Background: an optimization exercise with open tools, aiming at small area and a short achievable clock period. Do not read the settings as production practice.
Only simulation tests tie the RTL to the original design; equivalence was not proved.

==> build 29 <==
## freqres4
module freqres4 (
    input  wire        clk,
    input  wire        rst,
    input  wire [2:0]  cmd_op,
    input  wire [1:0]  cmd_ch,
    input  wire [7:0]  cmd_arg0,
    input  wire [7:0]  cmd_arg1,
    input  wire [1:0]  cmd_flags,
    output reg         out_valid,
    output reg  [1:0]  out_ch,
    output wire [10:0] out_freq
);
Settings: LEC_CHECK=0, ABC_AREA=1, CAP_MARGIN=20, CORE_MARGIN=2, CORE_UTILIZATION=40, CTS_BUF_LIST=sky130_fd_sc_hd__clkbuf_8, CTS_CLUSTER_DIAMETER=80, CTS_CLUSTER_SIZE=12, SLEW_MARGIN=20; clock period 15.0 ns.
standard.sh (not shown) runs the stock make flow with config.mk's settings and CLKGATE_MAP_FILE= SYNTH_SCRIPT=/design/flow/synth_recipe.tcl, a recipe that flattens the netlist after the stock synthesis.
==> flow/flow/run.sh <==
#!/bin/bash
# Layout flow: the standard ORFS flow (standard synthesis unchanged),
# with timing repair aimed below the clock period and free cell sizing.
#   SETUP_SLACK_MARGIN    repair_timing keeps working until setup slack
#                         reaches this margin (ns) instead of 0: CTS_MARGIN
#                         for the steps up to clock tree synthesis, then
#                         GRT_MARGIN for the repair after global routing
#   MATCH_CELL_FOOTPRINT  0 lets sizing swap cells of different footprints
#   BUFFER_PORTS_ARGS     port buffers as buf_2 instead of delay cells
# Each make run's full output goes to its own log in the work folder
# (flow_make_cts.log, flow_make_finish.log); ORFS keeps each step's log
# under orfs/logs/.
set -euo pipefail
CTS_MARGIN=7.9
GRT_MARGIN=6.5
COMMON=(MATCH_CELL_FOOTPRINT=0 "BUFFER_PORTS_ARGS=-buffer_cell sky130_fd_sc_hd__buf_2")
bash standard.sh "${COMMON[@]}" SETUP_SLACK_MARGIN=$CTS_MARGIN cts > flow_make_cts.log 2>&1
bash standard.sh "${COMMON[@]}" SETUP_SLACK_MARGIN=$GRT_MARGIN finish > flow_make_finish.log 2>&1
==> inputs of build 72, as changes to build 29 <==
--- a/flow/flow/run.sh
+++ b/flow/flow/run.sh
@@ -11,7 +11,7 @@
 # (flow_make_cts.log, flow_make_finish.log); ORFS keeps each step's log
 # under orfs/logs/.
 set -euo pipefail
-CTS_MARGIN=7.9
+CTS_MARGIN=7.75
 GRT_MARGIN=6.5
 COMMON=(MATCH_CELL_FOOTPRINT=0 "BUFFER_PORTS_ARGS=-buffer_cell sky130_fd_sc_hd__buf_2")
 bash standard.sh "${COMMON[@]}" SETUP_SLACK_MARGIN=$CTS_MARGIN cts > flow_make_cts.log 2>&1
==> run_results.csv <==
group,metric,value,unit
sta,relSlewSlack,0.2305,
place,place_worst_setup_slack,5.626,ns
final_layout,finish.instance_area,22180,µm²
critical_path,cp_max_fo,11,
detailed_routing,met2_wirelength,28.73,mm
final_layout,sh_seq_area,0.4095,
final_layout,stdcell_count,3004,
global_routing,grt_pass1_wl,92.96,mm
place,placed_cells,2926,
status,status,"complete, no violations",
That was build 72.
==> run_results.csv <==
group,metric,value,unit
logic_synthesis,yosysWarningCount,5,
global_routing,grt_pass1_wl,90.82,mm
sta,relSlewSlack,0.2776,
place,placed_cells,2930,
clock_network,path_clk_slew,0.08,ns
final_layout,sh_seq_area,0.4061,
worst_hold_path,min_to,"g_ch[0].u_ch.g_tone.r_vv[5]$_DFFE_PP_",
critical_path,cp_max_fo,45,
final_layout,finish.instance_area,22370,µm²
final_layout,num_antenna_cells,0,
status,status,"complete, no violations",
final_layout,stdcell_count,3012,
place,place_worst_setup_slack,5.697,ns
detailed_routing,met2_wirelength,28.04,mm
That was build 29.

---

==> 12-05 <==
freqres4, a different RTL version from the one above (not shown whole).
Settings: LEC_CHECK=0, ABC_AREA=1, CAP_MARGIN=20, CORE_MARGIN=2, CORE_UTILIZATION=65, CTS_BUF_LIST=sky130_fd_sc_hd__clkbuf_16, CTS_CLUSTER_DIAMETER=120, CTS_CLUSTER_SIZE=20, SLEW_MARGIN=20; clock period 15.0 ns.
==> flow/flow/run.sh <==
#!/bin/bash
# Layout flow: the standard ORFS flow (standard synthesis unchanged),
# with timing repair aimed below the clock period and free cell sizing.
#   SETUP_SLACK_MARGIN    repair_timing keeps working until setup slack
#                         reaches this margin (ns) instead of 0
#   MATCH_CELL_FOOTPRINT  0 lets sizing swap cells of different footprints
#   BUFFER_PORTS_ARGS     port buffers as buf_2 instead of delay cells
# The full make output goes to flow_make.log in the work folder; ORFS keeps
# each step's log under orfs/logs/.
set -euo pipefail
MARGIN=${FLOW_SETUP_MARGIN:-7.75}
bash standard.sh \
    SETUP_SLACK_MARGIN=$MARGIN \
    MATCH_CELL_FOOTPRINT=0 \
    "BUFFER_PORTS_ARGS=-buffer_cell sky130_fd_sc_hd__buf_2" \
    finish > flow_make.log 2>&1
==> inputs of 09-01, as changes to 12-05 <==
--- a/flow/design.v
+++ b/flow/design.v
@@ -166,14 +166,16 @@
     parameter NOISE = 0
 ) (
     input  wire        clk,
     input  wire        we_note,
     input  wire [6:0]  wd_note,
     input  wire        we_cur,
     input  wire [10:0] wd_cur,
+    input  wire        we_tgt,
+    input  wire [10:0] wd_tgt,
     input  wire        we_tv,
     input  wire        wd_tv,
     input  wire        we_dir,
     input  wire [1:0]  wd_dir,
     input  wire        we_spd,
     input  wire [7:0]  wd_spd,
     input  wire        we_tune,
@@ -192,14 +194,15 @@
     input  wire [3:0]  wd_vt,
     input  wire        we_vp,
     input  wire [1:0]  wd_vp,
     input  wire        we_ip,
     input  wire [11:0] wd_ip,
     output wire  [6:0]  note,
     output wire  [10:0] cur,
+    output wire  [10:0] tgt,
     output wire         tv,
     output wire  [1:0]  dir,
     output wire  [7:0]  spd,
     output wire  [7:0]  tune,
     output wire  [7:0]  arp,
     output wire  [1:0]  aph,
     output wire  [7:0]  vsx,
@@ -207,14 +210,15 @@
     output wire  [7:0]  vdc,
     output wire  [3:0]  vt,
     output wire  [1:0]  vp,
     output wire  [11:0] ip
 );
     reg [6:0] r_note;
     reg [10:0] r_cur;
+    reg [10:0] r_tgt;
     reg r_tv;
     reg [1:0] r_dir;
     reg [7:0] r_spd;
     reg [7:0] r_tune;
     reg [7:0] r_arp;
     reg [1:0] r_aph;
     reg [7:0] r_vsx;
@@ -230,38 +234,41 @@
     end
     assign note = r_note;
     assign arp  = r_arp;
     assign aph  = r_aph;
     generate
         if (NOISE) begin : g_noise
             assign cur = 0;
+            assign tgt = 0;
             assign tv = 0;
             assign dir = 0;
             assign spd = 0;
             assign tune = 0;
             assign vsx = 0;
             assign vd = 0;
             assign vdc = 0;
             assign vt = 0;
             assign vp = 0;
             assign ip = 0;
         end else begin : g_tone
             assign cur = r_cur;
+            assign tgt = r_tgt;
             assign tv = r_tv;
             assign dir = r_dir;
             assign spd = r_spd;
             assign tune = r_tune;
             assign vsx = r_vsx;
             assign vd = r_vd;
             assign vdc = r_vdc;
             assign vt = r_vt;
             assign vp = r_vp;
             assign ip = r_ip;
             always @(posedge clk) begin
                 if (we_cur)  r_cur  <= wd_cur;
+                if (we_tgt)  r_tgt  <= wd_tgt;
                 if (we_tv)   r_tv   <= wd_tv;
                 if (we_dir)  r_dir  <= wd_dir;
                 if (we_spd)  r_spd  <= wd_spd;
                 if (we_tune) r_tune <= wd_tune;
                 if (we_vsx)  r_vsx  <= wd_vsx;
                 if (we_vd)   r_vd   <= wd_vd;
                 if (we_vdc)  r_vdc  <= wd_vdc;
@@ -298,14 +305,15 @@
     wire e_arp   = is_eff && (cmd_arg1 == 8'h08);
     wire e_slide = is_eff && (cmd_arg1 == 8'h09 || cmd_arg1 == 8'h0A || cmd_arg1 == 8'h0B);
     wire e_vib   = is_eff && (cmd_arg1 == 8'h0C);
     wire e_vdel  = is_eff && (cmd_arg1 == 8'h0D);
     wire e_tune  = is_eff && (cmd_arg1 == 8'h0E);
     wire [6:0]  c_note [0:3];
     wire [10:0] c_cur  [0:3];
+    wire [10:0] c_tgt  [0:3];
     wire        c_tv   [0:3];
     wire [1:0]  c_dir  [0:3];
     wire [7:0]  c_spd  [0:3];
     wire [7:0]  c_tune [0:3];
     wire [7:0]  c_arp  [0:3];
     wire [1:0]  c_aph  [0:3];
     wire [7:0]  c_vsx  [0:3];
@@ -314,51 +322,53 @@
     wire [3:0]  c_vt   [0:3];
     wire [1:0]  c_vp   [0:3];
     wire [11:0] c_ip   [0:3];
     wire [3:0] sel = 4'b0001 << cmd_ch;
     wire        w_note, w_cur, w_tv, w_spd, w_tune, w_arp, w_aph;
     wire        w_vsx, w_vd, w_vdc, w_vt, w_vp, w_ip, w_dir;
     wire [6:0]  d_note;
-    wire [10:0] d_cur;
+    wire [10:0] d_cur, d_tgt;
     wire [7:0]  d_spd, d_tune, d_arp, d_vsx, d_vd, d_vdc;
     wire [1:0]  d_aph, d_vp;
     wire [3:0]  d_vt;
     wire [11:0] d_ip;
     genvar c;
     generate
         for (c = 0; c < 4; c = c + 1) begin : g_ch
             wire s = sel[c] && !rst;
             fr_channel #(.NOISE(c == 3 ? 1 : 0)) u_ch (
                 .clk(clk),
                 .we_note(rst || (s && w_note)), .wd_note(d_note),
                 .we_cur (rst || (s && w_cur)),  .wd_cur (d_cur),
+                .we_tgt (rst || (s && w_tv)),   .wd_tgt (d_tgt),
                 .we_tv  (rst || (s && w_tv)),   .wd_tv  (!rst),
                 .we_dir (s && w_dir),           .wd_dir (cmd_arg1[1:0]),
                 .we_spd (rst || (s && w_spd)),  .wd_spd (d_spd),
                 .we_tune(rst || (s && w_tune)), .wd_tune(d_tune),
                 .we_arp (rst || (s && w_arp)),  .wd_arp (d_arp),
                 .we_aph (s && w_aph),           .wd_aph (d_aph),
                 .we_vsx (rst || (s && w_vsx)),  .wd_vsx (d_vsx),
                 .we_vd  (rst || (s && w_vd)),   .wd_vd  (d_vd),
                 .we_vdc (rst || (s && w_vdc)),  .wd_vdc (d_vdc),
                 .we_vt  (s && w_vt),            .wd_vt  (d_vt),
                 .we_vp  (s && w_vp),            .wd_vp  (d_vp),
                 .we_ip  (rst || (s && w_ip)),   .wd_ip  (d_ip),
-                .note(c_note[c]), .cur(c_cur[c]), .tv(c_tv[c]), .dir(c_dir[c]),
+                .note(c_note[c]), .cur(c_cur[c]), .tgt(c_tgt[c]), .tv(c_tv[c]), .dir(c_dir[c]),
                 .spd(c_spd[c]), .tune(c_tune[c]), .arp(c_arp[c]), .aph(c_aph[c]),
                 .vsx(c_vsx[c]), .vd(c_vd[c]), .vdc(c_vdc[c]), .vt(c_vt[c]),
                 .vp(c_vp[c]), .ip(c_ip[c])
             );
         end
     endgenerate
     wire [1:0]  tch = cmd_ch[1] ? 2'd2 : {1'b0, cmd_ch[0]};
     wire [6:0]  note = c_note[cmd_ch];
     wire [7:0]  arp  = c_arp[cmd_ch];
     wire [1:0]  aph  = c_aph[cmd_ch];
     wire [10:0] cur  = c_cur[tch];
+    wire [10:0] tgt  = c_tgt[tch];
     wire        tv   = c_tv[tch];
     wire [1:0]  dir  = c_dir[tch];
     wire [7:0]  spd  = c_spd[tch];
     wire [7:0]  tune = c_tune[tch];
     wire [3:0]  vs   = c_vsx[tch][7:4];
     wire [3:0]  ve   = c_vsx[tch][3:0];
     wire [7:0]  vd   = c_vd[tch];
@@ -366,26 +376,33 @@
     wire [3:0]  vt   = c_vt[tch];
     wire [1:0]  vp   = c_vp[tch];
     wire [11:0] ip   = c_ip[tch];
     wire signed [12:0] pitch_sum = $signed({ip[11], ip}) + $signed({{5{cmd_arg1[7]}}, cmd_arg1});
     wire [11:0] pitch_clamped = (pitch_sum[12] != pitch_sum[11]) ? {pitch_sum[12], {11{~pitch_sum[12]}}}
                                                                  : pitch_sum[11:0];
     wire [11:0] ip_new = cmd_flags[1] ? pitch_clamped : ip;
-    wire [10:0] tone_base;   
-    fr_tone_rom u_rom_base (.note(is_note ? cmd_arg0[6:0] : note), .freq(tone_base));
-    wire        porta  = (dir == DIR_PORTA);
-    wire [10:0] target = tv ? tone_base : 11'd0;
-    wire [11:0] g_up   = {1'b0, cur} + {4'd0, spd};
-    wire [11:0] g_dn   = {1'b0, cur} - {4'd0, spd};
-    wire        up_hit = porta ? (g_up > {1'b0, target}) : g_up[11];
-    wire        dn_hit = g_dn[11] || (porta && g_dn[10:0] < target);
-    wire [10:0] r_up   = up_hit ? (porta ? target : 11'd2047) : g_up[10:0];
-    wire [10:0] r_dn   = dn_hit ? (porta ? target : 11'd0) : g_dn[10:0];
-    wire        up     = (dir == DIR_UP) || (porta && cur < target);
-    wire [10:0] cur_new = up ? r_up : r_dn;
+    wire [10:0] target = tv ? tgt : 11'd0;
+    wire [11:0] cur_plus  = {1'b0, cur} + {4'd0, spd};
+    wire [11:0] cur_minus = {1'b0, cur} - {4'd0, spd};
+    reg  [10:0] cur_new;
+    always @(*) begin
+        case (dir)
+            DIR_PORTA: begin
+                if (cur < target)
+                    cur_new = (cur_plus > {1'b0, target}) ? target : cur_plus[10:0];
+                else if (cur > target)
+                    cur_new = (cur_minus[11] || cur_minus[10:0] < target) ? target : cur_minus[10:0];
+                else
+                    cur_new = cur;
+            end
+            DIR_UP:   cur_new = cur_plus[11] ? 11'd2047 : cur_plus[10:0];
+            DIR_DOWN: cur_new = cur_minus[11] ? 11'd0 : cur_minus[10:0];
+            default:  cur_new = cur;
+        endcase
+    end
     wire       arp_on = (arp != 8'd0);
     wire [3:0] eff_off = !arp_on      ? 4'd0 :
                          (aph == 2'd1) ? arp[7:4] :
                          (aph == 2'd2) ? arp[3:0] : 4'd0;
     wire [1:0] aph_new = !arp_on ? aph : (aph == 2'd2) ? 2'd0 : aph + 2'd1;
     wire [7:0] inst_arp = cmd_flags[0] ? cmd_arg0 : 8'd0;
     wire signed [9:0] note_sum = $signed({3'b000, note}) + $signed({6'b000000, eff_off})
@@ -395,25 +412,24 @@
     wire       vib_on  = (vs != 4'd0) && (ve != 4'd0);
     wire       vib_run = vib_on && (vdc == 8'd0);
     wire [3:0] vt_inc  = vt + 4'd1;
     wire       vt_wrap = (vt_inc >= vs);
     wire signed [5:0] vib = !vib_run     ? 6'sd0 :
                             (vp == 2'd1) ? $signed({2'b00, ve}) :
                             (vp == 2'd3) ? -$signed({2'b00, ve}) : 6'sd0;
-    wire signed [8:0]  tune_vib = $signed(tune) + $signed({{3{vib[5]}}, vib});
-    wire signed [12:0] q = $signed({{4{tune_vib[8]}}, tune_vib}) - $signed({2'b00, tone_base});
-    wire [10:0] tone_n2;
-    fr_tone_rom u_rom_arp (.note(note2), .freq(tone_n2));
-    wire [7:0] noise_n2;
-    fr_noise_rom u_noise (.note(note2), .ctrl(noise_n2));
+    wire signed [12:0] q = $signed({{5{tune[7]}}, tune}) - $signed({2'b00, tgt})
+                         + $signed({{7{vib[5]}}, vib});
+    wire [10:0] tone_arg, tone_rd;
+    fr_tone_rom u_rom_note (.note(cmd_arg0[6:0]), .freq(tone_arg));
     wire porta_play = (dir == DIR_PORTA) && (spd != 8'd0) && cmd_flags[0];
     assign w_note = is_note;
     assign d_note = rst ? 7'd0 : cmd_arg0[6:0];
     assign w_cur  = (is_note && !porta_play) || is_step;
-    assign d_cur  = rst ? 11'd0 : is_note ? tone_base : cur_new;
+    assign d_cur  = rst ? 11'd0 : is_note ? tone_arg : cur_new;
+    assign d_tgt  = rst ? 11'd44 : tone_arg;   
     assign w_tv   = is_note;
     assign w_dir  = e_slide;
     assign w_spd  = e_slide;
     assign d_spd  = rst ? 8'd0 : cmd_arg0;
     assign w_tune = e_tune;
     assign d_tune = rst ? 8'h00 : cmd_arg0 ^ 8'h80;
     assign w_arp  = e_arp;
@@ -428,24 +444,27 @@
     assign d_vdc  = rst ? 8'd0 : is_note ? vd : vdc - 8'd1;
     assign w_vt   = is_note || e_vib || (is_step && vib_run);
     assign d_vt   = (is_step && !vt_wrap) ? vt_inc : 4'd0;
     assign w_vp   = is_note || e_vib || (is_step && vib_run && vt_wrap);
     assign d_vp   = is_step ? vp + 2'd1 : 2'd0;
     assign w_ip   = is_uses || (is_step && cmd_flags[1]);
     assign d_ip   = (rst || is_uses) ? 12'd0 : ip_new;
-    reg [10:0] t2_r;
-    reg [10:0] cur_r;
-    reg [11:0] ip_r;
+    reg [6:0]  n2_r;
     reg [12:0] q_r;
     always @(posedge clk) begin
         out_valid <= !rst && is_step;
         out_ch    <= cmd_ch;
-        t2_r      <= (cmd_ch == 2'd3) ? {3'b000, noise_n2} : tone_n2;
-        cur_r     <= cur_new;
-        ip_r      <= ip_new;
+        n2_r      <= note2;
         q_r       <= q;
     end
-    wire signed [13:0] f_sum = $signed({3'b000, cur_r}) + $signed({{2{ip_r[11]}}, ip_r})
-                             + $signed({q_r[12], q_r}) + $signed({3'b000, t2_r});
+    wire [1:0]  otch = out_ch[1] ? 2'd2 : {1'b0, out_ch[0]};
+    wire [10:0] o_cur = c_cur[otch];
+    wire [11:0] o_ip  = c_ip[otch];
+    wire [10:0] tone_arp;
+    fr_tone_rom u_rom_arp (.note(n2_r), .freq(tone_arp));
+    wire [7:0] noise_out;
+    fr_noise_rom u_noise (.note(n2_r), .ctrl(noise_out));
+    wire signed [13:0] f_sum = $signed({3'b000, o_cur}) + $signed({{2{o_ip[11]}}, o_ip})
+                             + $signed({q_r[12], q_r}) + $signed({3'b000, tone_arp});
     wire [10:0] tone_out = f_sum[13] ? 11'd0 : (f_sum[12:11] != 2'b00) ? 11'd2047 : f_sum[10:0];
-    assign out_freq = (out_ch == 2'd3) ? t2_r : tone_out;
+    assign out_freq = (out_ch == 2'd3) ? {3'b000, noise_out} : tone_out;
 endmodule
==> flow/flow/run.sh (replaced) <==
#!/bin/bash
# Layout flow: the standard ORFS flow (standard synthesis unchanged),
# with timing repair aimed below the clock period and free cell sizing.
#   SETUP_SLACK_MARGIN    repair_timing keeps working until setup slack
#                         reaches this margin (ns) instead of 0
#   MATCH_CELL_FOOTPRINT  0 lets sizing swap cells of different footprints
#   BUFFER_PORTS_ARGS     port buffers as buf_4 instead of delay cells
# The full make output goes to flow_make.log in the work folder; ORFS keeps
# each step's log under orfs/logs/.
set -euo pipefail
MARGIN=${FLOW_SETUP_MARGIN:-7}
bash standard.sh \
    SETUP_SLACK_MARGIN=$MARGIN \
    MATCH_CELL_FOOTPRINT=0 \
    "BUFFER_PORTS_ARGS=-buffer_cell sky130_fd_sc_hd__buf_4" \
    finish > flow_make.log 2>&1
Settings changed: ABC_AREA 1 to default, CORE_UTILIZATION 65 to 40, CTS_BUF_LIST sky130_fd_sc_hd__clkbuf_16 to default, CTS_CLUSTER_DIAMETER 120 to default, CTS_CLUSTER_SIZE 20 to default.
==> inputs of 12-07, as changes to 12-05 <==
--- a/flow/design.v
+++ b/flow/design.v
@@ -368,24 +368,22 @@
     wire [11:0] ip   = c_ip[tch];
     wire signed [12:0] pitch_sum = $signed({ip[11], ip}) + $signed({{5{cmd_arg1[7]}}, cmd_arg1});
     wire [11:0] pitch_clamped = (pitch_sum[12] != pitch_sum[11]) ? {pitch_sum[12], {11{~pitch_sum[12]}}}
                                                                  : pitch_sum[11:0];
     wire [11:0] ip_new = cmd_flags[1] ? pitch_clamped : ip;
     wire [10:0] tone_base;   
     fr_tone_rom u_rom_base (.note(is_note ? cmd_arg0[6:0] : note), .freq(tone_base));
-    wire        porta  = (dir == DIR_PORTA);
     wire [10:0] target = tv ? tone_base : 11'd0;
-    wire [11:0] g_up   = {1'b0, cur} + {4'd0, spd};
-    wire [11:0] g_dn   = {1'b0, cur} - {4'd0, spd};
-    wire        up_hit = porta ? (g_up > {1'b0, target}) : g_up[11];
-    wire        dn_hit = g_dn[11] || (porta && g_dn[10:0] < target);
-    wire [10:0] r_up   = up_hit ? (porta ? target : 11'd2047) : g_up[10:0];
-    wire [10:0] r_dn   = dn_hit ? (porta ? target : 11'd0) : g_dn[10:0];
-    wire        up     = (dir == DIR_UP) || (porta && cur < target);
-    wire [10:0] cur_new = up ? r_up : r_dn;
+    wire        up     = (dir == DIR_UP) || (dir == DIR_PORTA && cur < target);
+    wire [10:0] bound  = (dir == DIR_PORTA) ? target : {11{up}};
+    wire signed [12:0] gsum  = up ? $signed({2'b00, cur}) + $signed({5'd0, spd})
+                                  : $signed({2'b00, cur}) - $signed({5'd0, spd});
+    wire signed [13:0] gdiff = $signed({gsum[12], gsum}) - $signed({3'b000, bound});
+    wire        over    = up ? (gdiff > 14'sd0) : gdiff[13];
+    wire [10:0] cur_new = over ? bound : gsum[10:0];
     wire       arp_on = (arp != 8'd0);
     wire [3:0] eff_off = !arp_on      ? 4'd0 :
                          (aph == 2'd1) ? arp[7:4] :
                          (aph == 2'd2) ? arp[3:0] : 4'd0;
     wire [1:0] aph_new = !arp_on ? aph : (aph == 2'd2) ? 2'd0 : aph + 2'd1;
     wire [7:0] inst_arp = cmd_flags[0] ? cmd_arg0 : 8'd0;
     wire signed [9:0] note_sum = $signed({3'b000, note}) + $signed({6'b000000, eff_off})
@@ -395,20 +393,16 @@
     wire       vib_on  = (vs != 4'd0) && (ve != 4'd0);
     wire       vib_run = vib_on && (vdc == 8'd0);
     wire [3:0] vt_inc  = vt + 4'd1;
     wire       vt_wrap = (vt_inc >= vs);
     wire signed [5:0] vib = !vib_run     ? 6'sd0 :
                             (vp == 2'd1) ? $signed({2'b00, ve}) :
                             (vp == 2'd3) ? -$signed({2'b00, ve}) : 6'sd0;
-    wire signed [8:0]  tune_vib = $signed(tune) + $signed({{3{vib[5]}}, vib});
-    wire signed [12:0] q = $signed({{4{tune_vib[8]}}, tune_vib}) - $signed({2'b00, tone_base});
-    wire [10:0] tone_n2;
-    fr_tone_rom u_rom_arp (.note(note2), .freq(tone_n2));
-    wire [7:0] noise_n2;
-    fr_noise_rom u_noise (.note(note2), .ctrl(noise_n2));
+    wire signed [12:0] q = $signed({{5{tune[7]}}, tune}) - $signed({2'b00, tone_base})
+                         + $signed({{7{vib[5]}}, vib});
     wire porta_play = (dir == DIR_PORTA) && (spd != 8'd0) && cmd_flags[0];
     assign w_note = is_note;
     assign d_note = rst ? 7'd0 : cmd_arg0[6:0];
     assign w_cur  = (is_note && !porta_play) || is_step;
     assign d_cur  = rst ? 11'd0 : is_note ? tone_base : cur_new;
     assign w_tv   = is_note;
     assign w_dir  = e_slide;
@@ -428,24 +422,27 @@
     assign d_vdc  = rst ? 8'd0 : is_note ? vd : vdc - 8'd1;
     assign w_vt   = is_note || e_vib || (is_step && vib_run);
     assign d_vt   = (is_step && !vt_wrap) ? vt_inc : 4'd0;
     assign w_vp   = is_note || e_vib || (is_step && vib_run && vt_wrap);
     assign d_vp   = is_step ? vp + 2'd1 : 2'd0;
     assign w_ip   = is_uses || (is_step && cmd_flags[1]);
     assign d_ip   = (rst || is_uses) ? 12'd0 : ip_new;
-    reg [10:0] t2_r;
-    reg [10:0] cur_r;
-    reg [11:0] ip_r;
+    reg [6:0]  n2_r;
     reg [12:0] q_r;
     always @(posedge clk) begin
         out_valid <= !rst && is_step;
         out_ch    <= cmd_ch;
-        t2_r      <= (cmd_ch == 2'd3) ? {3'b000, noise_n2} : tone_n2;
-        cur_r     <= cur_new;
-        ip_r      <= ip_new;
+        n2_r      <= note2;
         q_r       <= q;
     end
-    wire signed [13:0] f_sum = $signed({3'b000, cur_r}) + $signed({{2{ip_r[11]}}, ip_r})
-                             + $signed({q_r[12], q_r}) + $signed({3'b000, t2_r});
+    wire [1:0]  otch = out_ch[1] ? 2'd2 : {1'b0, out_ch[0]};
+    wire [10:0] o_cur = c_cur[otch];
+    wire [11:0] o_ip  = c_ip[otch];
+    wire [10:0] tone_arp;
+    fr_tone_rom u_rom_arp (.note(n2_r), .freq(tone_arp));
+    wire [7:0] noise_out;
+    fr_noise_rom u_noise (.note(n2_r), .ctrl(noise_out));
+    wire signed [13:0] f_sum = $signed({3'b000, o_cur}) + $signed({{2{o_ip[11]}}, o_ip})
+                             + $signed({q_r[12], q_r}) + $signed({3'b000, tone_arp});
     wire [10:0] tone_out = f_sum[13] ? 11'd0 : (f_sum[12:11] != 2'b00) ? 11'd2047 : f_sum[10:0];
-    assign out_freq = (out_ch == 2'd3) ? t2_r : tone_out;
+    assign out_freq = (out_ch == 2'd3) ? {3'b000, noise_out} : tone_out;
 endmodule
==> flow/flow/run.sh (replaced) <==
#!/bin/bash
# Layout flow: the standard ORFS flow (standard synthesis unchanged),
# with timing repair aimed below the clock period and free cell sizing.
#   SETUP_SLACK_MARGIN    repair_timing keeps working until setup slack
#                         reaches this margin (ns) instead of 0
#   MATCH_CELL_FOOTPRINT  0 lets sizing swap cells of different footprints
#   BUFFER_PORTS_ARGS     port buffers as buf_4 instead of delay cells
# The full make output goes to flow_make.log in the work folder; ORFS keeps
# each step's log under orfs/logs/.
set -euo pipefail
MARGIN=${FLOW_SETUP_MARGIN:-7}
bash standard.sh \
    SETUP_SLACK_MARGIN=$MARGIN \
    MATCH_CELL_FOOTPRINT=0 \
    "BUFFER_PORTS_ARGS=-buffer_cell sky130_fd_sc_hd__buf_4" \
    finish > flow_make.log 2>&1
Settings changed: CORE_UTILIZATION 65 to 40, CTS_BUF_LIST sky130_fd_sc_hd__clkbuf_16 to default, CTS_CLUSTER_DIAMETER 120 to default, CTS_CLUSTER_SIZE 20 to default.
==> impl_metrics.tcl <==
set metrics [dict create \
    status "finished clean" \
    powerSeq_mw 1.12 \
    synthXorXnorAreaFrac_pct 2.827 \
    synth_top_family_by_area "simple AND/OR/NAND/NOR gates" \
    dr_wl_met3_um 3839 \
    peakVddDrop_uv 156.5 \
    nWellTaps 615 \
    gr-usage-met3_pct 2.842 \
]
-- figures above: 12-07

==> impl_metrics.tcl <==
set metrics [dict create \
    h-tree-depth 1 \
    synthXorXnorAreaFrac_pct 2.336 \
    crit_slowest_cell "fa_2" \
    powerSeq_mw 1.24 \
    ff2ff_path_depth 35 \
    p_leak_nw 10.39 \
    min_path_cells 4 \
    gr-usage-met3_pct 4.669 \
    switchingPower_mw 1.991 \
    cts_sinks 334 \
    status "finished clean" \
    synth_top_family_by_area "simple AND/OR/NAND/NOR gates" \
]
-- figures above: 12-05

==> impl_metrics.tcl <==
set metrics [dict create \
    status "finished clean" \
    peakVddDrop_uv 211.3 \
    nWellTaps 696 \
    placed_cell_area_um2 22700 \
    synth_top_family_by_area "compound AO/OA/AOI/OAI gates" \
    powerSeq_mw 1.22 \
    synth_mux_area_share_pct 8.944 \
    buffers 114 \
    rows 85 \
    synthXorXnorAreaFrac_pct 2.253 \
    synthCells 2059 \
]
-- figures above: 09-01

==> separate check: timing with driven ports <==
No port has a modelled driver above. Below, the same layouts with a new extraction and two added sets of constraints.
Step 1 sets driving cells, clkbuf_16 on the clock port and buf_2 on the other inputs (assumed; they add their load-dependent delay and slew).
Step 2 also shifts input and output timing later by t, the mid clock arrival at the registers, as if the neighbouring blocks saw the same clock.
Three values: ideal ports, drivers, drivers and shift; two values: the first two.
| run | t, ns | setup slack, ns | worst setup path at the end |
|---|---|---|---|
| build 29 | 0.684 | 7.513 / 7.528 / 6.844 | input to register |
| build 72 | 0.687 | 7.623 / 7.629 / 6.942 | input to register |
| 12-05 | 0.591 | 7.656 / 7.621 / 7.030 | input to register |
| 09-01 | 0.614 | 7.054 / 6.997 / 6.548 | input to register |
| 12-07 | 0.593 | 6.884 / 6.740 / 6.148 | input to register |
After both steps setup and hold are still met in every run listed. For 12-07, which loses most, drivers alone change the setup slack by -0.144 ns; drivers and shift together by -0.736 ns.
